Background: an optimization exercise with open tools, aiming at a short achievable clock period and few clock cycles per item. Do not read the settings as production practice. RTL that was checked went through simulation tests only; none was proved equivalent to the original. The flow treats the clock pin as an ideal source. Dropping or thinning the clock tree relies on that and would not hold on a real chip. Power figures rest on the tool's default switching activity, not on a simulated workload.

## fht8v_ook_codec
module fht8v_ook_codec (
  input  wire        clk,
  input  wire        rst,
  input  wire        enc_in_valid,
  output wire        enc_in_ready,
  input  wire [47:0] enc_in_msg,
  output wire        enc_out_valid,
  input  wire        enc_out_ready,
  output wire [7:0]  enc_out_byte,
  output wire        enc_out_last,
  input  wire        dec_in_valid,
  output wire        dec_in_ready,
  input  wire [7:0]  dec_in_byte,
  input  wire        dec_in_last,
  input  wire        dec_in_strict,
  output wire        dec_out_valid,
  input  wire        dec_out_ready,
  output wire [47:0] dec_out_msg,
  output wire [1:0]  dec_out_err
);
  ook_encoder u_enc (
    .clk(clk), .rst(rst),
    .in_valid(enc_in_valid), .in_ready(enc_in_ready), .in_msg(enc_in_msg),
    .out_valid(enc_out_valid), .out_ready(enc_out_ready),
    .out_byte(enc_out_byte), .out_last(enc_out_last)
  );
  ook_decoder u_dec (
    .clk(clk), .rst(rst),
    .in_valid(dec_in_valid), .in_ready(dec_in_ready), .in_byte(dec_in_byte),
    .in_last(dec_in_last), .in_strict(dec_in_strict),
    .res_valid(dec_out_valid), .res_ready(dec_out_ready),
    .res_msg(dec_out_msg), .res_err(dec_out_err)
  );
endmodule
Settings: LEC_CHECK=0, ABC_CLOCK_PERIOD_IN_PS=1500, CAP_MARGIN=20, CORE_MARGIN=2, CORE_UTILIZATION=55, CTS_BUF_LIST=sky130_fd_sc_hd__clkbuf_16 sky130_fd_sc_hd__clkbuf_8, CTS_CLUSTER_DIAMETER=60, CTS_CLUSTER_SIZE=24, SETUP_SLACK_MARGIN=3.3, SLEW_MARGIN=20; clock period 5.0 ns.
standard.sh (not shown) runs the stock make flow with config.mk's settings and CLKGATE_MAP_FILE= SYNTH_SCRIPT=/design/flow/synth_recipe.tcl, a recipe that flattens the netlist after the stock synthesis.
==> flow/flow/run.sh <==
#!/bin/bash
set -euo pipefail
export PRE_CTS_TCL="$PWD/flow/mytree.tcl"
export MT_GROUP=24
export MT_ROOTS=4
export MT_BUF=sky130_fd_sc_hd__buf_12
bash standard.sh > standard_flow.log 2>&1
Other scripts of this flow, unchanged in this note and not shown: flow/flow/mytree.tcl
Testbench counts at the start, summed over its fixed seeds: cycles 33,894, items 768.
Edit:
--- a/flow/design.v
+++ b/flow/design.v
@@ -8379,42 +8379,51 @@
     if (d4v)
       msg <= s5msg;
   end
   wire qfree = !qcnt[1];
   wire qpop  = (rempty || res_ready) && qcnt[0];
   always @(posedge clk) begin
     if (qfree) begin
       qmsg[wp] <= r6m;
       qerr[wp] <= r6e;
     end
     if (rst) begin
       rv <= 1'b0; rempty <= 1'b1; qcnt <= 2'd0; wp <= 1'b0; rp <= 1'b0;
-      rmsg <= 48'd0; rerr <= E_OK;
     end else begin
       if (rempty || res_ready) begin
         rv     <= qcnt[0];
         rempty <= !qcnt[0];
-        rmsg   <= qmsg[rp];
-        rerr   <= qerr[rp];
       end
       if (qpop)
         rp <= !rp;
       if (r6v)
         wp <= !wp;
       if (r6v && !qpop)
         qcnt <= {qcnt[0], 1'b1};
       else if (!r6v && qpop)
         qcnt <= {1'b0, qcnt[1]};
     end
   end
+  reg  [49:0] nhold;
+  wire [49:0] rhead = {qmsg[rp], qerr[rp]};
+  wire [49:0] rkeep = rempty ? rhead : ~nhold;
+  always @(posedge clk) begin
+    if (rst) begin
+      {rmsg, rerr} <= 50'd0;
+      nhold        <= {50{1'b1}};
+    end else begin
+      {rmsg, rerr} <= res_ready ? rhead : rkeep;
+      nhold        <= ~(res_ready ? rhead : rkeep);
+    end
+  end
 endmodule
 module fht8v_ook_codec (
   input  wire        clk,
   input  wire        rst,
   input  wire        enc_in_valid,
   output wire        enc_in_ready,
   input  wire [47:0] enc_in_msg,
   output wire        enc_out_valid,
   input  wire        enc_out_ready,
   output wire [7:0]  enc_out_byte,
   output wire        enc_out_last,
   input  wire        dec_in_valid,
Worst setup slack loses 0.055 ns.
Sequential share of layout area went down by 0.26 points.
Worst hold slack stays flat.
Via count climbs by 0.92%.
Power came out higher by 10%.
Final area went up by 7.9%.
Flip-flop and latch count climbs by 51.
Clock power climbs by 13%.
No functional check of the RTL was part of the second run of this note. In every run of this note, the design's own scripts or RTL, not TritonCTS, make the clock network.

-- port drivers added, routing unchanged --
How much do the figures lean on ideal ports? The routed layouts below were timed once more, with nothing changed but the port constraints.
Step 1, drivers: a clkbuf_16 drives clk and a buf_2 each remaining input, both assumed.
Step 2 times the ports against the registers' clock, not the clock port: input delays grow and output delays shrink by t, the midpoint of the rising clock arrivals with the driver on.
Slacks: no drivers / after step 1 / after step 2; pairs: no drivers / after step 1.
| run | t, ns | slack for setup (ns) | worst data-port slew with drivers (ns) | pins driven straight from the clock port |
|---|---|---|---|---|
| the first run | 0.416 | 3.180 / 3.090 / 2.841 | 0.06 | 4 |
| the second run | 0.438 | 3.125 / 3.076 / 2.743 | 0.15 | 4 |
After both steps every run listed still meets setup and hold. The setup slack of the second run, which loses most, moves by -0.049 ns with the drivers and by -0.382 ns with both steps.
